What follows belongs to an exercise in optimizing a design on an open flow for small area, a short achievable clock period and few clock cycles per item; a production flow would make more cautious choices. Where RTL was checked, it was by simulation tests only, not by an equivalence proof against the original. Power and IR drop assume default switching activity.

Setup of run A:
Design chi_md5, start of the top module:
module chi_md5 (
    input  wire         clk,
    input  wire         rst,           
    input  wire         in_valid,
    output wire         in_ready,
    input  wire         in_first,
    input  wire [511:0] in_block,      
    output reg          out_valid,
    output wire [127:0] out_digest     
);
clock: 13.0 ns
lec_check: 0
abc_area: 1
cap_margin: 20
core_margin: 2
core_utilization: 40
slew_margin: 20
tns_end_percent: 5
standard.sh (not shown) runs the stock make flow with config.mk's settings and CLKGATE_MAP_FILE= SYNTH_SCRIPT=/design/flow/synth_recipe.tcl, a recipe that flattens the netlist after the stock synthesis.
==> flow/flow/run.sh <==
#!/bin/bash
set -euo pipefail
export BUFFER_PORTS_ARGS="-buffer_cell sky130_fd_sc_hd__buf_1"
export SETUP_SLACK_MARGIN=8.5
export SKIP_GATE_CLONING=1
bash standard.sh > standard.log 2>&1
Testbench counts of run A, summed over its fixed seeds: cycles 219,066, blocks 3,370.
--- input diff run A..run B ---
- TNS_END_PERCENT no longer set, was 5
==> flow/flow/run.sh <==
#!/bin/bash
set -euo pipefail
export BUFFER_PORTS_ARGS="-buffer_cell sky130_fd_sc_hd__buf_1"
export SETUP_SLACK_MARGIN=9.5
bash standard.sh > standard.log 2>&1
### Flow results
- Compared with run A, in run B routed wire length rose 6.8%, utilization +6.1 points, combinational group power +about 10%, post-route clock skew held, reported net switching power rose 7.6%.
- Run A ended up with sky130_fd_sc_hd__xor2_1 as its highest-delay cell along the critical path; run B ended up with sky130_fd_sc_hd__dfxtp_2.
- Taking run A as the reference point, the largest net degree at the start of global routing of run B falls by 87.
- Run A → run B: post-synthesis to final-layout area growth increased by 15 points relative to the old numbers, hold-fix buffer count after cts closely matched the old numbers, max capacitance violation total closely matched the old numbers, fraction of standard cell area that is sequential decreased by 2.4 points relative to the old numbers.
For run C, these inputs were changed with respect to run B:
- TNS_END_PERCENT now 0, previously not set
==> flow/flow/run.sh <==
#!/bin/bash
set -euo pipefail
export BUFFER_PORTS_ARGS="-buffer_cell sky130_fd_sc_hd__buf_1"
export SETUP_SLACK_MARGIN=8.5
bash standard.sh > standard.log 2>&1
### Flow results
- Compared with run B, layout filler cell count in run C increased by a few percent.
- Delta (run C minus run B): synthesis-to-layout area growth now sits lower; placement row count now sits at about the same level; count of clock buffers in the final design now sits higher; data arrival time of the critical path now sits higher.
- Summary — post-detailed-routing wire length, run C relative to run B: lower, by 7.0%.
- [run C] global-route usage fell 2.7 points relative to run B
- In terms of power in the clock group, run C and run B differ only marginally.
- In the flow results for run C and run B, the proportion of final cell area spent on non-clock buffers is smaller on run C.
- Compare run C and run B | register share of the cell area lower: run B
- Compared with run B, run C improves design area.
Modified inputs, run D compared to run C
- removing TNS_END_PERCENT (formerly 0)
==> flow/flow/run.sh <==
#!/bin/bash
set -euo pipefail
export BUFFER_PORTS_ARGS="-buffer_cell sky130_fd_sc_hd__buf_1"
export SETUP_SLACK_MARGIN=7.5
bash standard.sh > standard.log 2>&1
Findings:
Run D was carried through to the last stage, and its layout satisfied the timing, DRC and antenna checks. Run D has less setup slack than run C. Run D vs. run C: critical path data arrival time climbed 0.46 ns, sequential power lower, synthesis-to-finish area growth moved down, final-layout clock buffer total fell by 2. Total power draw was lower in run D than in run C. Count of vias placed by the detailed router in run D vs run C: down about 2.4%.

---

Setup of lane 1:
chi_md5 again, from the RTL that the note above started with.
Design chi_md5, start of the top module:
module chi_md5 (
    input  wire         clk,
    input  wire         rst,           
    input  wire         in_valid,
    output wire         in_ready,
    input  wire         in_first,
    input  wire [511:0] in_block,      
    output reg          out_valid,
    output wire [127:0] out_digest     
);
Settings: LEC_CHECK=0, ABC_AREA=1, CAP_MARGIN=20, CORE_MARGIN=2, CORE_UTILIZATION=40, SLEW_MARGIN=20, TNS_END_PERCENT=5; clock period 13.0 ns.
==> flow/flow/run.sh <==
#!/bin/bash
set -euo pipefail
export BUFFER_PORTS_ARGS="-buffer_cell sky130_fd_sc_hd__buf_1"
export SETUP_SLACK_MARGIN=9.5
bash standard.sh > standard.log 2>&1
Testbench counts of lane 1, summed over its fixed seeds: cycles 219,066, blocks 3,370.
## Diff of input files: lane 2 against lane 1
==> flow/flow/run.sh <==
#!/bin/bash
set -euo pipefail
export BUFFER_PORTS_ARGS="-buffer_cell sky130_fd_sc_hd__buf_1"
export SETUP_SLACK_MARGIN=7.5
bash standard.sh > standard.log 2>&1
-- flow/config.mk --
<<< lane 1, line 8
export ABC_AREA = 1
export CAP_MARGIN = 20
export CORE_MARGIN = 2
export CORE_UTILIZATION = 40
export SLEW_MARGIN = 20
export TNS_END_PERCENT = 5
>>> lane 2, line 8
export ABC_AREA = 1
export CAP_MARGIN = 0
export CORE_MARGIN = 2
export CORE_UTILIZATION = 40
export CTS_BUF_LIST = sky130_fd_sc_hd__clkbuf_4 sky130_fd_sc_hd__clkbuf_8
export SLEW_MARGIN = 0
Findings:
Clock network latency to the later pin of the worst-skew pair on lane 2 is up relative to lane 1. Relative to lane 1, the overall power after layout measured on lane 2 has decreased by more than 10%. The met3 layer usage reported by global route of lane 1 and that of lane 2 are within noise of each other. Width of the chip: lane 2 vs lane 1 identical. Via count down 1.7% in lane 2 wrt lane 1. On tightest hold margin, lane 2 tracks lane 1 almost exactly.
Input-level comparison between lane 3 and lane 2:
==> flow/flow/run.sh <==
#!/bin/bash
set -euo pipefail
export BUFFER_PORTS_ARGS="-buffer_cell sky130_fd_sc_hd__buf_1"
export SETUP_SLACK_MARGIN=8.5
bash standard.sh > standard.log 2>&1
-- flow/config.mk --
<<< lane 2, line 8
export ABC_AREA = 1
export CAP_MARGIN = 0
export CORE_MARGIN = 2
export CORE_UTILIZATION = 40
export CTS_BUF_LIST = sky130_fd_sc_hd__clkbuf_4 sky130_fd_sc_hd__clkbuf_8
export SLEW_MARGIN = 0
>>> lane 3, line 8
export ABC_AREA = 1
export CAP_MARGIN = 20
export CORE_MARGIN = 2
export CORE_UTILIZATION = 40
export SLEW_MARGIN = 20
export TNS_END_PERCENT = 5
Note that the footprint of the multi-input gates recorded for lane 2 amounts to 0.924 times the value seen in lane 3. Sequential share of layout area: lane 3 vs lane 2 down 1.2 points. Delta (lane 3 minus lane 2): power density relative to cell area up about 12%, area after detailed placement held steady, number of filler instances in the final layout decreased by 347 relative to the old numbers.
Relative to lane 3, the following input files were edited for lane 4:
-- flow/config.mk --
<<< lane 3, line 12
export SLEW_MARGIN = 20
export TNS_END_PERCENT = 5
>>> lane 4, line 12
export SLEW_MARGIN = 20
--- outcome ---
Changes observed in lane 4 relative to lane 3: critical path depth increased 14, number of instances in the placed design now sits at about the same level, routed wire length up 3.3%. When lane 4 is measured against lane 3, its global-route usage turns out 1.0 points higher. Lane 3 → lane 4: delay of the slowest cell on the worst path shows a reduction of 100 ps; share of total power in combinational logic grew by 0.6 points; hold slack about even; post-cts resize count increased by 12% relative to the old numbers; setup slack shows a reduction of 51 ps. Worst setup path endpoint: t[22] -> lane 3, b[26] -> lane 4. Area occupied by registers: lane 3 vs lane 4 — no meaningful difference.

---

The RTL this note starts from:
==> flow/design.v <==
module chi_md5 (
    input  wire         clk,
    input  wire         rst,           
    input  wire         in_valid,
    output wire         in_ready,
    input  wire         in_first,
    input  wire [511:0] in_block,      
    output reg          out_valid,
    output wire [127:0] out_digest     
);
    localparam [31:0] IV_A = 32'h67452301;
    localparam [31:0] IV_B = 32'hefcdab89;
    localparam [31:0] IV_C = 32'h98badcfe;
    localparam [31:0] IV_D = 32'h10325476;
    localparam [2047:0] K_TAB = {
        32'heb86d391, 32'h2ad7d2bb, 32'hbd3af235, 32'hf7537e82,
        32'h4e0811a1, 32'ha3014314, 32'hfe2ce6e0, 32'h6fa87e4f,
        32'h85845dd1, 32'hffeff47d, 32'h8f0ccc92, 32'h655b59c3,
        32'hfc93a039, 32'hab9423a7, 32'h432aff97, 32'hf4292244,
        32'hc4ac5665, 32'h1fa27cf8, 32'he6db99e5, 32'hd9d4d039,
        32'h04881d05, 32'hd4ef3085, 32'heaa127fa, 32'h289b7ec6,
        32'hbebfbc70, 32'hf6bb4b60, 32'h4bdecfa9, 32'ha4beea44,
        32'hfde5380c, 32'h6d9d6122, 32'h8771f681, 32'hfffa3942,
        32'h8d2a4c8a, 32'h676f02d9, 32'hfcefa3f8, 32'ha9e3e905,
        32'h455a14ed, 32'hf4d50d87, 32'hc33707d6, 32'h21e1cde6,
        32'he7d3fbc8, 32'hd8a1e681, 32'h02441453, 32'hd62f105d,
        32'he9b6c7aa, 32'h265e5a51, 32'hc040b340, 32'hf61e2562,
        32'h49b40821, 32'ha679438e, 32'hfd987193, 32'h6b901122,
        32'h895cd7be, 32'hffff5bb1, 32'h8b44f7af, 32'h698098d8,
        32'hfd469501, 32'ha8304613, 32'h4787c62a, 32'hf57c0faf,
        32'hc1bdceee, 32'h242070db, 32'he8c7b756, 32'hd76aa478
    };
    localparam [31:0] RI_TAB = 32'h56e801bf;
    localparam [255:0] G_TAB = 256'h92b4d6f81a3c5e702fc9630da741eb85c72d83e94fa50b61fedcba9876543210;
    reg  [31:0] b, c, d;           
    reg  [31:0] fu, fv;            
    reg  [31:0] q0, q1, q2, q3;    
    reg  [31:0] t;                 
    reg  [31:0] mw;                
    reg  [5:0]  cnt;               
    reg  [1:0]  ri;                
    reg  [1:0]  rv;                
    reg         run;               
    reg         fin;               
    reg         pend;              
    reg         fst;               
    reg         fcur;              
    reg         ivc;               
    assign out_digest = {q1, q2, q3, q0};
    assign in_ready   = run && (cnt == 6'd62);   
    wire start = pend && !run;                   
    wire [5:0] cnt_nx = run ? ((cnt == 6'd0) ? 6'd0 : cnt + 6'd1) : (start ? 6'd1 : cnt);
    reg  [15:0] gh;                                
    wire        gx = run && (cnt != 6'd0);
    wire [15:0] gsel = ({16{gx}} & gh) | {14'd0, !run && start, !gx && !(!run && start)};
    reg  [31:0] mw_nx;
    integer j;
    always @(*) begin
        mw_nx = 32'd0;
        for (j = 0; j < 16; j = j + 1)
            mw_nx = mw_nx | (in_block[32*j +: 32] & {32{gsel[j]}});
    end
    wire [5:0] cnt_nx1 = cnt_nx + 6'd1;
    wire [31:0] kval  = K_TAB[{cnt, 5'b00000} +: 32];
    wire [31:0] asrc  = run ? d : (fst ? IV_A : (fin ? q1 : q0));
    wire [31:0] t_nx  = asrc + kval + mw;
    wire [31:0] f   = (b & fu) | (~b & fv);
    wire [31:0] sum = f + t;
    reg  [31:0] r1, r2;
    always @(*) begin
        case (ri)
            2'd0:    r1 = {sum[27:0], sum[31:28]};
            2'd1:    r1 = {sum[26:0], sum[31:27]};
            2'd2:    r1 = {sum[25:0], sum[31:26]};
            default: r1 = {sum[24:0], sum[31:25]};
        endcase
        case (rv)
            2'd0:    r2 = r1;
            2'd1:    r2 = {r1[26:0], r1[31:27]};
            2'd2:    r2 = {r1[21:0], r1[31:22]};
            default: r2 = {r1[15:0], r1[31:16]};
        endcase
    end
    wire [31:0] x = b + r2;
    wire        tail = fin || (run && (cnt == 6'd62 || cnt == 6'd63 || cnt == 6'd0));
    reg  [31:0] ivw;
    always @(*) begin
        casez ({fin, cnt[1:0]})
            3'b010:  ivw = IV_A;    
            3'b011:  ivw = IV_D;    
            3'b0??:  ivw = IV_C;    
            default: ivw = IV_B;    
        endcase
    end
    wire [31:0] hop  = fcur ? ivw : q0;
    wire [31:0] hsum = hop + b;
    wire        ld_iv = start && fst;
    wire [31:0] b_nx  = run ? x : (ld_iv ? IV_B : (fin ? hsum : q3));
    wire [31:0] c_nx  = run ? b : (ld_iv ? IV_C : (fin ? q3 : c));
    wire [31:0] d_nx  = run ? c : (ld_iv ? IV_D : (fin ? q2 : d));
    reg  [31:0] fu_nx, fv_nx;
    always @(*) begin
        case (cnt[5:4])
            2'd0:    begin fu_nx = c_nx;            fv_nx = d_nx;            end   
            2'd1:    begin fu_nx = c_nx | d_nx;     fv_nx = c_nx & ~d_nx;    end   
            2'd2:    begin fu_nx = ~(c_nx ^ d_nx);  fv_nx = c_nx ^ d_nx;     end   
            default: begin fu_nx = ~c_nx;           fv_nx = ~(c_nx ^ d_nx);  end   
        endcase
    end
    always @(posedge clk) begin
        ri   <= RI_TAB[{cnt[5:4], cnt[1:0], 1'b0} +: 2];
        rv   <= cnt[1:0];
        t    <= t_nx;
        cnt  <= rst ? 6'd0 : cnt_nx;
        mw   <= mw_nx;
        gh   <= 16'd1 << G_TAB[{cnt_nx1, 2'b00} +: 4];
        c    <= c_nx;
        d    <= d_nx;
        fu   <= fu_nx;
        fv   <= fv_nx;
        if (tail) begin
            q0 <= q1;  q1 <= q2;  q2 <= q3;  q3 <= hsum;
        end
        b    <= b_nx;
        if (rst) begin
            run       <= 1'b0;
            fin       <= 1'b0;
            pend      <= 1'b0;
            out_valid <= 1'b0;
            ivc       <= 1'b1;
        end else begin
            out_valid <= fin;
            fin       <= run && (cnt == 6'd0);
            if (run) begin
                if (cnt == 6'd0) run <= 1'b0;
            end else if (start) begin
                run  <= 1'b1;
                pend <= 1'b0;
                fcur <= fst;
            end
            if (in_valid && !pend && (run ? (cnt == 6'd0) : !start)) begin
                pend <= 1'b1;
                fst  <= in_first || ivc;
                ivc  <= 1'b0;
            end
        end
    end
endmodule
==> flow/config.mk <==
export PLATFORM = sky130hd
export DESIGN_NAME = chi_md5
export DESIGN_NICKNAME = chi_md5
export VERILOG_FILES = /design/flow/design.v
export SDC_FILE = /design/flow/constraint.sdc
export NUM_CORES = 4
export LEC_CHECK = 0
export ABC_AREA = 1
export CAP_MARGIN = 20
export CORE_MARGIN = 2
export CORE_UTILIZATION = 50
export SLEW_MARGIN = 20
export TNS_END_PERCENT = 5
==> flow/constraint.sdc <==
create_clock -name core_clock -period 13.0 [get_ports {clk}]
set_input_delay 2.6000 -clock core_clock [delete_from_list [all_inputs] [get_ports {clk}]]
set_output_delay 2.6000 -clock core_clock [all_outputs]
set_load 0.01 [all_outputs]
==> flow/flow/run.sh <==
#!/bin/bash
set -euo pipefail
export BUFFER_PORTS_ARGS="-buffer_cell sky130_fd_sc_hd__buf_1"
export SETUP_SLACK_MARGIN=9
bash standard.sh > standard.log 2>&1
Rerun with:
- CORE_UTILIZATION: 50 -> 40
Effect:
- worst setup slack degrades by 0.046 ns
- sequential power stays flat
- worst hold slack improves by 0.044 ns
- power goes up by about 3%
Rerun with:
--- a/flow/flow/run.sh
+++ b/flow/flow/run.sh
@@ -4 +4 @@
-export SETUP_SLACK_MARGIN=9
+export SETUP_SLACK_MARGIN=8.5
The new run produced a clean layout.
Wire length is about the same.
Cell area is about the same.
Via count hardly moves.
Sequential power stays flat.
Global-route usage came out lower by 0.29 points.
Maximum frequency came out higher by 3.6%.
Clock skew came out higher by 0.010 ns.
Setup slack improved by 0.18 ns.
Final cell count is about the same.
Area after synthesis is unchanged.
No run of this note included a check of the RTL's function; only the layout flow was run.

-- afterwards: timing with drivers on the ports --
In the flow no input, the clock included, has a driving cell. The finished layouts below were timed again as built, in two steps.
Step 1 sets driving cells, clkbuf_16 on the clock port and buf_2 on the other inputs (assumed; they add their load-dependent delay and slew).
Step 2 adds t to the input delays and takes it off the output delays; t is the mean of the earliest and latest rising clock arrival at the registers after step 1. Input paths then give back, and output paths get back, about the clock's delay inside the block.
Slacks: ideal ports / drivers / drivers and shift; pairs: ideal ports / drivers.
| run | shift t [ns] | setup WS [ns] | pins driven straight from the clock port |
|---|---|---|---|
| run A | 0.661 | 8.088 / 8.088 / 8.088 | 1 |
| run B | 0.659 | 8.172 / 8.172 / 8.172 | 1 |
| run C | 0.663 | 8.119 / 8.119 / 8.119 | 1 |
| run D | 0.650 | 7.629 / 7.629 / 7.629 | 1 |
| lane 1 | 0.661 | 8.241 / 8.222 / 8.241 | 1 |
| lane 2 | 0.722 | 7.675 / 7.613 / 7.691 | 1 |
| lane 3 | 0.663 | 8.247 / 8.227 / 8.247 | 1 |
| lane 4 | 0.655 | 8.196 / 8.196 / 7.878 | 1 |
| the first run of note 3 | 0.668 | 7.991 / 7.991 / 7.991 | 1 |
| the second run of note 3 | 0.672 | 7.945 / 7.945 / 7.945 | 1 |
| the third run of note 3 | 0.668 | 8.121 / 8.121 / 8.121 | 1 |
After both steps setup and hold are still met in every run listed. The setup slack of lane 4, which loses most, moves by 0.000 ns with the drivers and by -0.318 ns with both steps.
